This is an optimization exercise on Yosys and OpenROAD, whose aim is small area, not a production implementation. Function was checked by simulation only, so behaviour that the tests miss may differ from the original.

### run.sh
#!/bin/bash
# synth_recipe.tcl (not shown) runs the flow's synth.tcl, then flattens the netlist and writes it again
# the make line also repeats each setting of config.mk as NAME=value (left out here)
make -C /OpenROAD-flow-scripts/flow DESIGN_CONFIG=/design/flow/config.mk WORK_HOME=/design/flow/orfs CLKGATE_MAP_FILE= SYNTH_SCRIPT=/design/flow/synth_recipe.tcl finish
### config.mk
export PLATFORM = sky130hd
export DESIGN_NAME = ung_tx_engine
export DESIGN_NICKNAME = ung_tx_engine
export VERILOG_FILES = /design/flow/design.v
export SDC_FILE = /design/flow/constraint.sdc
export NUM_CORES = 4
export LEC_CHECK = 0
export CAP_MARGIN = 20
export CORE_MARGIN = 2
export CORE_UTILIZATION = 40
export PLACE_DENSITY = 0.6
export SLEW_MARGIN = 20
### constraint.sdc
create_clock -name core_clock -period 25.0 [get_ports {clk}]
set_input_delay 5.0000 -clock core_clock [delete_from_list [all_inputs] [get_ports {clk}]]
set_output_delay 5.0000 -clock core_clock [all_outputs]
set_load 0.01 [all_outputs]
### design.v
module ung_tx_engine (
    input  wire        clk,
    input  wire        rst,           
    output wire        req_ready,
    input  wire        tick,
    input  wire        cmd_valid,
    input  wire [31:0] cmd_word,
    input  wire [31:0] cmd_opa,
    input  wire [31:0] cmd_opb,
    output reg         res_valid,
    output reg  [7:0]  res_code,
    output wire        tx_valid,
    output reg  [7:0]  tx_byte,
    input  wire        tx_ready
);
    localparam [7:0] RES_OK       = 8'h00;
    localparam [7:0] RES_ILLEGAL  = 8'h01;
    localparam [7:0] RES_OVERFLOW = 8'h02;
    localparam [1:0] F_CD1 = 2'd0;    
    localparam [1:0] F_NOZ = 2'd1;    
    localparam [1:0] F_VOL = 2'd2;    
    localparam [1:0] F_AMT = 2'd3;    
    function [15:0] crc_step;
        input [15:0] c_in;
        input [7:0]  b;
        integer i;
        reg [15:0] c;
        begin
            c = c_in ^ {b, 8'h00};
            for (i = 0; i < 8; i = i + 1)
                c = c[15] ? ((c << 1) ^ 16'h1021) : (c << 1);
            crc_step = c;
        end
    endfunction
    function [31:0] bin_to_bcd8;
        input [26:0] v;
        integer i, d;
        reg [31:0] bcd;
        begin
            bcd = 32'd0;
            for (i = 26; i >= 0; i = i - 1) begin
                for (d = 0; d < 8; d = d + 1)
                    if (bcd[d*4 +: 4] >= 4'd5)
                        bcd[d*4 +: 4] = bcd[d*4 +: 4] + 4'd3;
                bcd = {bcd[30:0], v[i]};
            end
            bin_to_bcd8 = bcd;
        end
    endfunction
    wire [7:0] c_op   = cmd_word[7:0];
    wire       c_hv   = cmd_word[24];
    wire       c_ha   = cmd_word[25];
    wire       c_ill  = (cmd_word[31:26] != 6'd0) || (c_op == 8'd0) || (c_op > 8'd4);
    wire       c_ovf  = (c_op == 8'd2) &&
                        ((c_hv && cmd_opa > 32'd99999999) || (c_ha && cmd_opb > 32'd99999999));
    wire [7:0] c_code = c_ill ? RES_ILLEGAL : (c_ovf ? RES_OVERFLOW : RES_OK);
    reg        busy;
    reg        sweep;         
    reg        last_frame;    
    reg [1:0]  fkind;
    reg [7:0]  f_d;           
    reg [7:0]  addr;
    reg [7:0]  noz;
    reg        hv, ha;
    reg [31:0] vol_bcd, amt_bcd;
    reg [3:0]  pos;           
    reg [15:0] crc;
    assign req_ready = !busy;
    assign tx_valid  = busy;
    wire       is_long  = (fkind == F_VOL) || (fkind == F_AMT);
    wire [3:0] body_len = is_long ? 4'd8 : 4'd5;
    wire [3:0] last_pos = body_len + 4'd3;
    wire [31:0] preset  = (fkind == F_VOL) ? vol_bcd : amt_bcd;
    always @(*) begin
        if (pos == 4'd0)
            tx_byte = addr;
        else if (pos == 4'd1)
            tx_byte = 8'h11;
        else if (pos < body_len) begin
            case (fkind)
                F_CD1: tx_byte = (pos == 4'd2) ? 8'h01 : (pos == 4'd3) ? 8'h01 : f_d;
                F_NOZ: tx_byte = (pos == 4'd2) ? 8'h02 : (pos == 4'd3) ? 8'h01 : noz;
                default: begin
                    case (pos)
                        4'd2: tx_byte = (fkind == F_VOL) ? 8'h03 : 8'h04;
                        4'd3: tx_byte = 8'h04;
                        4'd4: tx_byte = preset[31:24];
                        4'd5: tx_byte = preset[23:16];
                        4'd6: tx_byte = preset[15:8];
                        default: tx_byte = preset[7:0];
                    endcase
                end
            endcase
        end else if (pos == body_len)
            tx_byte = crc[7:0];
        else if (pos == body_len + 4'd1)
            tx_byte = crc[15:8];
        else if (pos == body_len + 4'd2)
            tx_byte = 8'h03;
        else
            tx_byte = 8'hFA;
    end
    wire send = busy && tx_ready;
    always @(posedge clk) begin
        if (rst) begin
            busy      <= 1'b0;
            res_valid <= 1'b0;
            res_code  <= 8'h00;
        end else begin
            res_valid <= 1'b0;
            if (!busy) begin
                if (tick) begin
                    busy       <= 1'b1;
                    sweep      <= 1'b1;
                    last_frame <= 1'b0;
                    fkind      <= F_CD1;
                    f_d        <= 8'h00;
                    addr       <= 8'h50;
                    pos        <= 4'd0;
                    crc        <= 16'hFFFF;
                end else if (cmd_valid) begin
                    res_valid <= 1'b1;
                    res_code  <= c_code;
                    if (c_code == RES_OK) begin
                        busy    <= 1'b1;
                        sweep   <= 1'b0;
                        addr    <= cmd_word[15:8];
                        noz     <= cmd_word[23:16];
                        hv      <= c_hv;
                        ha      <= c_ha;
                        vol_bcd <= bin_to_bcd8(cmd_opa[26:0]);
                        amt_bcd <= bin_to_bcd8(cmd_opb[26:0]);
                        pos     <= 4'd0;
                        crc     <= 16'hFFFF;
                        case (c_op)
                            8'd1:    begin fkind <= F_CD1; f_d <= 8'h00; last_frame <= 1'b1; end
                            8'd2:    begin fkind <= F_NOZ; f_d <= 8'h06; last_frame <= 1'b0; end
                            8'd3:    begin fkind <= F_CD1; f_d <= 8'h08; last_frame <= 1'b1; end
                            default: begin fkind <= F_CD1; f_d <= 8'h05; last_frame <= 1'b1; end
                        endcase
                    end
                end
            end else if (send) begin
                if (pos < body_len)
                    crc <= crc_step(crc, tx_byte);
                if (pos != last_pos) begin
                    pos <= pos + 4'd1;
                end else begin
                    pos <= 4'd0;
                    crc <= 16'hFFFF;
                    if (sweep) begin
                        if (addr == 8'h6F)
                            busy <= 1'b0;
                        else
                            addr <= addr + 8'd1;
                    end else if (last_frame) begin
                        busy <= 1'b0;
                    end else begin
                        case (fkind)
                            F_NOZ: begin
                                if (hv)      fkind <= F_VOL;
                                else if (ha) fkind <= F_AMT;
                                else begin fkind <= F_CD1; last_frame <= 1'b1; end
                            end
                            F_VOL: begin
                                if (ha) fkind <= F_AMT;
                                else begin fkind <= F_CD1; last_frame <= 1'b1; end
                            end
                            default: begin fkind <= F_CD1; last_frame <= 1'b1; end
                        endcase
                    end
                end
            end
        end
    end
endmodule
==> notes.md <==
==> kinds of logic (layout without fill, tap and decap cells) <==
logic type,count (synthesis),after routing,share of synthesized area
muxes,236,236,0.06820
buffers and inverters,559,677,0.06053
adders and majority gates,190,190,0.06206
DFF,114,114,0.09018
AOI/OAI and AO/OA,2037,2037,0.4008
and+or+nand+nor,1965,1965,0.2599
xor gates and xnor gates,215,215,0.05823
other,1,11,0.00009995
==> flip-flops by register name, indices dropped and copies added, names as in the netlist <==
signal      count
amt_bcd        32
vol_bcd        32
crc            16
addr            8
noz             8
f_d             4
pos             4
fkind           2
res_code        2
busy            1
ha              1
hv              1
last_frame      1
res_valid       1
sweep           1
==> worst max-delay path, delay by kind of cell <==
family,cells,cell delay [ps]
and+or+nand+nor,26,5240
AOI/OAI and AO/OA,26,4810
adders and majority gates,19,4120
buffers and inverters,19,2270
xor gates and xnor gates,9,1410
muxes,5,1120
==> stage by stage <==
step	cells	hold slack (ps)	TNS, ps	util
floorplan	5322	470.0	0	-
global placement	6583	448.6	-6259	0.4325
detailed placement	6583	451.5	-15310	0.4325
CTS	6617	461.2	0	0.4395
global route	6695	492.8	-1711	0.4555
finish	6699	460.9	0	0.4556
==> cells in the final DEF (no fill, tap or decap), drive strengths merged, types with 158 or more instances in the layout <==
| cell | Yosys | final |
|---|---|---|
| a21oi | 360 | 360 |
| buf | 88 | 244 |
| ha | 170 | 170 |
| inv | 273 | 280 |
| mux2i | 164 | 164 |
| nand2 | 458 | 458 |
| nand3 | 217 | 217 |
| nor2 | 499 | 499 |
| nor3 | 211 | 211 |
| o21ai | 370 | 370 |
| xnor2 | 158 | 158 |
==> metal layers <==
metal / track usage / vias up
met4: 0.02629 / 6
met2: 0.3412 / 837
met3: 0.01301 / 72
met1: 0.2804 / 19460
met5: 0 / -
li1: - / 20910
==> final cells by class <==
type	count	area [sq um]	share of cell area
Multi-Input combinational cell	4649	32870	0.7742
Sequential cell	114	3383	0.07969
Timing Repair Buffer	358	2970	0.06996
Tap cell	1254	1569	0.03696
Inverter	287	1080	0.02543
Clock buffer	17	425.4	0.01002
Clock inverter	15	147.6	0.003477
Antenna cell	5	12.51	0.0002947
==> timing repair <==
action                                  4_1_cts  5_1_grt
endpoints found under the setup margin       22       51
gates resized for setup                      13      203
setup buffers                                 2       76
pin swaps                                     2       45
endpoints found under the hold margin         0        0
==> worst paths after layout <==
path	startpoint	to	slack [ps]
max	cmd_opb[25]	amt_bcd[29]$_DFFE_PP_	1170
min	res_code[1]$_SDFFE_PP0P_	res_code[1]$_SDFFE_PP0P_	460
max reg2reg	pos[1]$_SDFFCE_PN0P_	crc[7]$_SDFFCE_PN1P_	20370
min reg2reg	res_code[1]$_SDFFE_PP0P_	res_code[1]$_SDFFE_PP0P_	460
==> notes.md <==
- Final ANT Viol Nets: 0
- Initial core utilization: 0.4026
- Post-synth EDFFs: 110
- Cell mode on critical path: ha_1
- Tmin final: 23830 ps
- Synth warn: 1
- Clock Skew: 12.08 ps
- CTS root buf: clkbuf_16
- Die height: 310.3 um
- Met2 wire len: 48580 um
- Share of the synthesized area in the top cell type: 0.08804
- Wire length per cell: 15.34 um
- Routed WL: 102700 um
- Asr flop ratio synth: 0
- Total track usage: 0.1994
- Hold depth: 2
- Bufs on Longest Clock Path: 2
- Worst-Margin Slew: 1055 ps
- Cts bufs inserted: 17
- Port Buf Inserts: 113
- Post-Syn Area: 0.03752 sq mm
- Post-route design area: 0.04246 sq mm
- Vias: 41280
- Most common cell in the synthesized netlist: nor2_1
- Worst Setup Path Type: in2reg
- Final Hold Viols: 0
- Worst Reg-to-Reg Cells: 16
- Post-detail-place hpwl: 77380 um
- Worst slew margin: 0.2931
- Final setup fails: 0
- Share of cells above drive strength 1: 0.1494
- Post-Synthesis Cells: 5317
- First-pass GRT wire length: 170400 um
- Leading area contributor after synthesis: edfxtp_1
- Clk slew on worst S/H paths: 60 ps
- Distinct cells, synth: 158
- Core area: 0.09319 sq mm
- Number of remaining DRC errors: 0
- DP Worst Slack: -1162 ps
- Mean Syn Cell Area: 7.056 sq um
- Depth of the CTS H-tree: 4
- Net count, final: 5698
- Post-synth top cells: 491 x nor2_1, 455 x nand2_1, 349 x a21oi_1
- Largest net degree at the start of global routing: 75
- CP arrival: 23990 ps
- Type of the tightest min-delay check: reg2reg
- CTS tree: built
- Max cap viols: 0
- Skew-Pair Late Insertion Delay: 420 ps
- FP Rows: 112
- Remaining Overflow, GRT: 0
- CP Data Required Time: 25160 ps
- I/O pin count: 120
- Routed wl met3: 3768 um
- Unrepaired setup endpoints after global routing: yes
- CP max stage delay: 570 ps
- WL met1: 49370 um
- Fin. max-slew vios: 0
- Crit. End Element: register
- Post-synthesis register bit count: 114
- DR vias/cell: 6.162
- Worst Path Max Fanout: 9
- Final worst-path setup slack: 1170 ps
- Clock sink count: 114
- Die W: 310.3 um
- Area after DPL: 0.04030 sq mm
- Layout area overhead: 13.17%
- Top FF cell, synth: edfxtp_1
- Sequential area share after synthesis: 0.09018
- Antenna violations before repair: 8
- Critical Path Source Type: input pin
- Gpl congestion: 0.9146
- CTS Hold Bufs: 0
- Drt first pass iters: 6
- Status: finished clean
- Die Area: 0.09626 sq mm
- Fmax: 41.96 MHz
- Largest cells by area after synthesis: edfxtp_1 8.8%, ha_1 5.7%, nor2_1 4.9%, a21oi_1 4.7%, nand2_1 4.6%
- Slowest CP cell: or4_1
- DRT iter0 DRCs: 3163
- Post-route clock period utilization: 0.9532
- Max Used Layer: met5
- # fillers: 9404
- Vias in the first global route: 36120

==> re-timing with driven ports <==
No port has a modelled driver above. Below, the same layout with a new extraction and two added sets of constraints. Step 1, drivers: a clkbuf_16 drives clk and a buf_2 each remaining input, both assumed. Step 2 times the ports against the registers' clock, not the clock port: input delays grow and output delays shrink by t, the midpoint of the rising clock arrivals with the driver on. a / b / c = ideal / step 1 / step 2; a / b = the first two.
t, ns: 0.446
setup slack, ns: 1.170 / 1.184 / 0.738
worst register clock-pin slew, ns: 0.06 / 0.06
pins driven straight from the clock port: 1
After both steps setup and hold are still met in this run. The setup slack of this run moves by +0.014 ns with the drivers and by -0.432 ns with both steps.
